Background: an optimization exercise with open tools, aiming at small area, a short achievable clock period and few clock cycles. Do not read the settings as production practice. Only simulation tests tie the RTL to the original design; equivalence was not proved.

==> inputs of trial 11 <==
==> flow/design.v <==
module safe64_fwd (
    input  wire [5:0] code,
    output reg  [7:0] sym
);
    always @(*) begin
        if (code == 6'd0)
            sym = 8'h2D;                        
        else if (code <= 6'd10)
            sym = 8'h2F + {2'b00, code};        
        else if (code <= 6'd36)
            sym = 8'h36 + {2'b00, code};        
        else if (code == 6'd37)
            sym = 8'h5F;                        
        else
            sym = 8'h3B + {2'b00, code};        
    end
endmodule
module safe64_rev (
    input  wire [7:0] sym,
    output reg        is_code,
    output reg        is_ws,
    output reg  [5:0] code
);
    always @(*) begin
        is_code = 1'b0;
        is_ws   = 1'b0;
        code    = 6'd0;
        if (sym == 8'h2D) begin
            is_code = 1'b1;
            code    = 6'd0;
        end else if (sym >= 8'h30 && sym <= 8'h39) begin
            is_code = 1'b1;
            code    = sym[5:0] - 6'h2F;
        end else if (sym >= 8'h41 && sym <= 8'h5A) begin
            is_code = 1'b1;
            code    = sym[5:0] - 6'h36;
        end else if (sym == 8'h5F) begin
            is_code = 1'b1;
            code    = 6'd37;
        end else if (sym >= 8'h61 && sym <= 8'h7A) begin
            is_code = 1'b1;
            code    = sym[5:0] - 6'h3B;
        end else if (sym == 8'h09 || sym == 8'h0A || sym == 8'h0D || sym == 8'h20) begin
            is_ws   = 1'b1;
        end
    end
endmodule
module safe64_core (
    input  wire        clk,
    input  wire        rst,
    input  wire        reg_we,
    input  wire [7:0]  reg_addr,
    input  wire [31:0] reg_wdata,
    output reg  [31:0] reg_rdata,
    output reg         mem_req,
    output reg         mem_we,
    output reg  [31:0] mem_addr,
    output reg  [7:0]  mem_wdata,
    input  wire [7:0]  mem_rdata,
    input  wire        mem_ready
);
    localparam [1:0] OP_ENC = 2'd0, OP_DEC = 2'd1, OP_VWR = 2'd2, OP_VRD = 2'd3;
    localparam [2:0] S_IDLE = 3'd0,    
                     S_RD   = 3'd1,    
                     S_WR   = 3'd2,    
                     S_AL   = 3'd3,    
                     S_VW   = 3'd4,    
                     S_SC   = 3'd5,    
                     S_V2   = 3'd6,    
                     S_VF   = 3'd7;    
    reg [31:0] cmd_q;         
    reg [31:0] res_q;         
    reg [31:0] sp_q, sl_q;    
    reg [31:0] dp_q, dl_q;    
    reg [63:0] val_q;         
    reg        pad_q;         
    reg [2:0]  st_q;
    reg [1:0]  op_q;
    reg        f_q;
    reg [31:0] rr_q;          
    reg [23:0] acc_q;         
    reg [1:0]  cnt_q;         
    reg [3:0]  k_q;           
    reg        flag_q;        
    wire busy = (st_q != S_IDLE);
    wire       cmd_wr = (st_q == S_IDLE) && reg_we && (reg_addr[7:2] == 6'h00);
    wire       w_hi0  = (reg_wdata[31:5] == 27'd0);
    wire [3:0] w_op   = reg_wdata[3:0];
    wire       w_enc  = w_hi0 && (w_op == 4'h1);
    wire       w_dec  = w_hi0 && (w_op == 4'h2);
    wire       w_vwr  = w_hi0 && !reg_wdata[4] && (w_op == 4'h3);
    wire       w_vrd  = w_hi0 && !reg_wdata[4] && (w_op == 4'h4);
    wire       w_legal = w_enc || w_dec || w_vwr || w_vrd;
    wire       w_badlen = ((w_enc || w_dec || w_vrd) && sl_q[31]) ||
                          ((w_enc || w_dec || w_vwr) && dl_q[31]);
    wire [1:0] w_opc  = w_dec ? OP_DEC : w_vwr ? OP_VWR : w_vrd ? OP_VRD : OP_ENC;
    wire       r_code_ok, r_ws;
    wire [5:0] r_code;
    safe64_rev u_rev (
        .sym     (mem_rdata),
        .is_code (r_code_ok),
        .is_ws   (r_ws),
        .code    (r_code)
    );
    wire [4:0] v_top  = {pad_q, val_q[63:60]};
    wire       v_last = (k_q == 4'd12);
    wire [5:0] fwd_in = (st_q == S_VW) ? {!v_last, v_top} : acc_q[23:18];
    wire [7:0] fwd_out;
    safe64_fwd u_fwd (
        .code (fwd_in),
        .sym  (fwd_out)
    );
    wire rr_z   = (rr_q == 32'd0);
    wire dl_hi0 = (dl_q[31:4] == 28'd0);
    wire enc    = (op_q == OP_ENC);
    wire       vw_first = !flag_q && ((v_top != 5'd0) || v_last);
    wire       vw_short = dl_hi0 && (dl_q[3:0] < (4'd13 - k_q));
    wire       vw_fail  = res_q[31] || (vw_first && vw_short);
    wire       vw_write = (flag_q || vw_first) && !vw_fail;
    wire       vr_ovf = (k_q == 4'd13) || ((k_q == 4'd12) && flag_q);
    always @(*) begin
        mem_req   = 1'b0;
        mem_we    = 1'b0;
        case (st_q)
            S_RD:        mem_req = !rr_z;
            S_SC, S_V2:  mem_req = 1'b1;
            S_WR:        begin mem_req = 1'b1; mem_we = 1'b1; end
            S_VW:        begin mem_req = vw_write; mem_we = 1'b1; end
            default: ;
        endcase
        mem_addr  = mem_we ? dp_q : cmd_q;
        mem_wdata = (op_q == OP_DEC) ? acc_q[23:16] : fwd_out;
    end
    always @(*) begin
        case (reg_addr[7:2])
            6'h00:   reg_rdata = cmd_q;
            6'h01:   reg_rdata = {31'd0, busy};
            6'h02:   reg_rdata = res_q;
            6'h03:   reg_rdata = sp_q;
            6'h04:   reg_rdata = sl_q;
            6'h05:   reg_rdata = dp_q;
            6'h06:   reg_rdata = dl_q;
            6'h07:   reg_rdata = val_q[31:0];
            6'h08:   reg_rdata = val_q[63:32];
            default: reg_rdata = 32'd0;
        endcase
    end
    wire [31:0] rp_inc = cmd_q + 32'd1;
    wire [31:0] rr_dec = rr_q - 32'd1;
    wire [1:0]  cnt_inc = cnt_q + 2'd1;
    wire [1:0]  cnt_dec = cnt_q - 2'd1;
    wire [23:0] acc_sh  = enc ? {acc_q[17:0], 6'd0} : {acc_q[15:0], 8'd0};
    wire [3:0]  k_inc   = k_q + 4'd1;
    wire [31:0] cmd_fin = {27'd0, f_q, 1'b0,
                           (op_q == OP_VRD), (op_q == OP_VWR) || (op_q == OP_DEC),
                           (op_q == OP_VWR) || (op_q == OP_ENC)};
    always @(posedge clk) begin
        if (rst) begin
            st_q  <= S_IDLE;
            cmd_q <= 32'd0;
            res_q <= 32'd0;
            sp_q  <= 32'd0;
            sl_q  <= 32'd0;
            dp_q  <= 32'd0;
            dl_q  <= 32'd0;
            val_q <= 64'd0;
            pad_q <= 1'b0;
        end else begin
            case (st_q)
            S_IDLE: begin
                if (reg_we) begin
                    case (reg_addr[7:2])
                        6'h00: begin
                            op_q   <= w_opc;
                            f_q    <= reg_wdata[4];
                            rr_q   <= sl_q;
                            acc_q  <= 24'd0;
                            cnt_q  <= 2'd0;
                            k_q    <= 4'd0;
                            flag_q <= 1'b0;
                            if (!w_legal) begin
                                cmd_q <= reg_wdata;
                                res_q <= 32'hFFFF_FFFA;           
                            end else if (w_badlen) begin
                                cmd_q <= reg_wdata;
                                res_q <= 32'hFFFF_FFFB;           
                            end else begin
                                cmd_q <= sp_q;
                                res_q <= 32'd0;
                                st_q  <= w_vwr ? S_VW : S_RD;
                            end
                        end
                        6'h03: sp_q          <= reg_wdata;
                        6'h04: sl_q          <= reg_wdata;
                        6'h05: dp_q          <= reg_wdata;
                        6'h06: dl_q          <= reg_wdata;
                        6'h07: val_q[31:0]   <= reg_wdata;
                        6'h08: val_q[63:32]  <= reg_wdata;
                        default: ;
                    endcase
                end
            end
            S_RD: begin
                if (rr_z) begin
                    case (op_q)
                    OP_ENC: begin
                        if (cnt_q == 2'd0 || !f_q) begin
                            st_q  <= S_IDLE;
                            cmd_q <= cmd_fin;
                        end else if (dl_hi0 && dl_q[3:0] <= {2'b00, cnt_q}) begin
                            res_q <= 32'hFFFF_FFFF;               
                            st_q  <= S_IDLE;
                            cmd_q <= cmd_fin;
                        end else begin
                            acc_q <= acc_sh;
                            cnt_q <= cnt_q;                       
                            st_q  <= cnt_q[1] ? S_WR : S_AL;
                        end
                    end
                    OP_DEC: begin
                        if (cnt_q == 2'd0) begin
                            sp_q  <= cmd_q;
                            sl_q  <= rr_q;
                            st_q  <= S_IDLE;
                            cmd_q <= cmd_fin;
                        end else if (!f_q) begin
                            st_q  <= S_IDLE;
                            cmd_q <= cmd_fin;
                        end else if (cnt_q == 2'd1) begin
                            cmd_q <= sp_q;
                            rr_q  <= sl_q;
                            st_q  <= S_SC;
                        end else if (dl_hi0 && {1'b0, dl_q[3:0]} < {3'b000, cnt_q} - 5'd1) begin
                            res_q <= 32'hFFFF_FFFF;               
                            st_q  <= S_IDLE;
                            cmd_q <= cmd_fin;
                        end else begin
                            acc_q <= acc_sh;
                            cnt_q <= cnt_q - 2'd2;
                            st_q  <= (cnt_q == 2'd3) ? S_WR : S_AL;
                        end
                    end
                    default: begin                                
                        res_q <= 32'hFFFF_FFFD;                   
                        st_q  <= S_IDLE;
                        cmd_q <= cmd_fin;
                    end
                    endcase
                end else if (mem_ready) begin
                    case (op_q)
                    OP_ENC: begin
                        acc_q <= {acc_q[15:0], mem_rdata};
                        cmd_q <= rp_inc;
                        rr_q  <= rr_dec;
                        if (cnt_q == 2'd2) begin
                            cnt_q <= 2'd3;
                            if (dl_hi0 && dl_q[3:2] == 2'b00) begin
                                res_q <= 32'hFFFF_FFFF;           
                                st_q  <= S_IDLE;
                                cmd_q <= cmd_fin;
                            end else begin
                                st_q  <= S_WR;
                            end
                        end else begin
                            cnt_q <= cnt_inc;
                        end
                    end
                    OP_DEC: begin
                        if (r_ws) begin
                            cmd_q <= rp_inc;
                            rr_q  <= rr_dec;
                        end else if (!r_code_ok) begin
                            sp_q  <= cmd_q;
                            sl_q  <= rr_q;
                            res_q <= 32'hFFFF_FFFE;               
                            st_q  <= S_IDLE;
                            cmd_q <= cmd_fin;
                        end else begin
                            acc_q <= {acc_q[17:0], r_code};
                            cmd_q <= rp_inc;
                            rr_q  <= rr_dec;
                            cnt_q <= cnt_inc;
                            if (cnt_q == 2'd3) begin
                                cnt_q <= 2'd2;
                                if (dl_hi0 && dl_q[3:0] < 4'd3) begin
                                    res_q <= 32'hFFFF_FFFF;       
                                    st_q  <= S_IDLE;
                                    cmd_q <= cmd_fin;
                                end else begin
                                    st_q  <= S_WR;
                                end
                            end
                        end
                    end
                    default: begin                                
                        if (!r_code_ok || vr_ovf) begin
                            sp_q  <= cmd_q;
                            sl_q  <= rr_q;
                            res_q <= 32'hFFFF_FFFE;               
                            st_q  <= S_IDLE;
                            cmd_q <= cmd_fin;
                        end else if (!r_code[5]) begin
                            cmd_q <= sp_q;
                            rr_q  <= sl_q;
                            val_q <= 64'd0;
                            st_q  <= S_V2;
                        end else begin
                            cmd_q <= rp_inc;
                            rr_q  <= rr_dec;
                            if (k_q != 4'd0 || r_code[4:0] != 5'd0)
                                k_q <= k_inc;
                            if (k_q == 4'd0)
                                flag_q <= r_code[4];
                        end
                    end
                    endcase
                end
            end
            S_AL: begin
                acc_q <= acc_sh;
                st_q  <= S_WR;
            end
            S_WR: begin
                if (mem_ready) begin
                    acc_q <= acc_sh;
                    dp_q  <= dp_q + 32'd1;
                    dl_q  <= dl_q - 32'd1;
                    res_q <= res_q + 32'd1;
                    sp_q  <= cmd_q;
                    sl_q  <= rr_q;
                    if (cnt_q != 2'd0)
                        cnt_q <= cnt_dec;
                    if (cnt_q == 2'd0) begin
                        if (rr_z) begin
                            st_q  <= S_IDLE;
                            cmd_q <= cmd_fin;
                        end else begin
                            st_q  <= S_RD;
                        end
                    end
                end
            end
            S_SC: begin
                if (mem_ready) begin
                    if (r_ws) begin
                        cmd_q <= rp_inc;
                        rr_q  <= rr_dec;
                    end else begin
                        sp_q  <= cmd_q;
                        sl_q  <= rr_q;
                        res_q <= 32'hFFFF_FFFE;                   
                        st_q  <= S_IDLE;
                        cmd_q <= cmd_fin;
                    end
                end
            end
            S_V2: begin
                if (mem_ready) begin
                    val_q <= {val_q[58:0], r_code[4:0]};
                    res_q <= res_q + 32'd1;
                    cmd_q <= rp_inc;
                    rr_q  <= rr_dec;
                    if (!r_code[5])
                        st_q <= S_VF;
                end
            end
            S_VF: begin
                sp_q  <= cmd_q;
                sl_q  <= rr_q;
                st_q  <= S_IDLE;
                cmd_q <= cmd_fin;
            end
            default: begin                                        
                if (vw_first) begin
                    flag_q <= 1'b1;
                    if (vw_short)
                        res_q <= 32'hFFFF_FFFF;                   
                end
                if (!vw_write || mem_ready) begin
                    {pad_q, val_q} <= {val_q[59:0], pad_q, val_q[63:60]};
                    k_q <= k_inc;
                    if (vw_write) begin
                        dp_q  <= dp_q + 32'd1;
                        dl_q  <= dl_q - 32'd1;
                        res_q <= res_q + 32'd1;
                    end
                    if (v_last) begin
                        st_q  <= S_IDLE;
                        cmd_q <= cmd_fin;
                    end
                end
            end
            endcase
        end
    end
endmodule
==> flow/run.sh <==
#!/bin/bash
# synth_recipe.tcl (not shown) runs the flow's synth.tcl, then flattens the netlist and writes it again
# the make line also repeats each setting of config.mk as NAME=value (left out here)
make -C /OpenROAD-flow-scripts/flow DESIGN_CONFIG=/design/flow/config.mk WORK_HOME=/design/flow/orfs CLKGATE_MAP_FILE= SYNTH_SCRIPT=/design/flow/synth_recipe.tcl finish
==> flow/config.mk <==
export PLATFORM = sky130hd
export DESIGN_NAME = safe64_core
export DESIGN_NICKNAME = safe64_core
export VERILOG_FILES = /design/flow/design.v
export SDC_FILE = /design/flow/constraint.sdc
export NUM_CORES = 4
export LEC_CHECK = 0
export CAP_MARGIN = 20
export CORE_MARGIN = 2
export CORE_UTILIZATION = 40
export SLEW_MARGIN = 20
==> flow/constraint.sdc <==
create_clock -name core_clock -period 9.0 [get_ports {clk}]
set_input_delay 1.8000 -clock core_clock [delete_from_list [all_inputs] [get_ports {clk}]]
set_output_delay 1.8000 -clock core_clock [all_outputs]
set_load 0.01 [all_outputs]
==> build 73: changes against trial 11 <==
ABC_CLOCK_PERIOD_IN_PS = 4000   (was not set)
SETUP_SLACK_MARGIN = 4   (was not set)
==> summary.txt <==
In trial 11 the routed wire length is smaller than in build 73, by about 5%.
Critical path depth is the same in build 73 and trial 11.
Against trial 11, the design area of build 73 is larger by about 6%.
In synthesized cell count, build 73 and trial 11 do not differ.
Of build 73 and trial 11, build 73 has the higher clock skew (gap 0.023 ns).
Testbench counts of trial 11, summed over its fixed seeds: cycles 108,034.
Testbench counts of build 73, summed over its fixed seeds: cycles 108,034.

==> static timing again, ports no longer ideal <==
How much do the figures lean on ideal ports? The routed layouts below were timed once more, with nothing changed but the port constraints.
Step 1 sets driving cells, clkbuf_16 on the clock port and buf_2 on the other inputs (assumed; they add their load-dependent delay and slew).
Step 2 also shifts input and output timing later by t, the mid clock arrival at the registers, as if the neighbouring blocks saw the same clock.
Slacks: ideal / step 1 / step 2; pairs: ideal / step 1.
run	t (ns)	setup slack, ns	worst setup path at the end	worst register clock-pin slew, ns
trial 11	0.642	1.988 / 1.964 / 1.964	input to output	0.06 / 0.06
build 73	0.655	3.816 / 3.534 / 3.422	input to register	0.07 / 0.07
After both steps setup and hold are still met in every run listed. For build 73, which loses most, drivers alone change the setup slack by -0.282 ns; drivers and shift together by -0.394 ns.
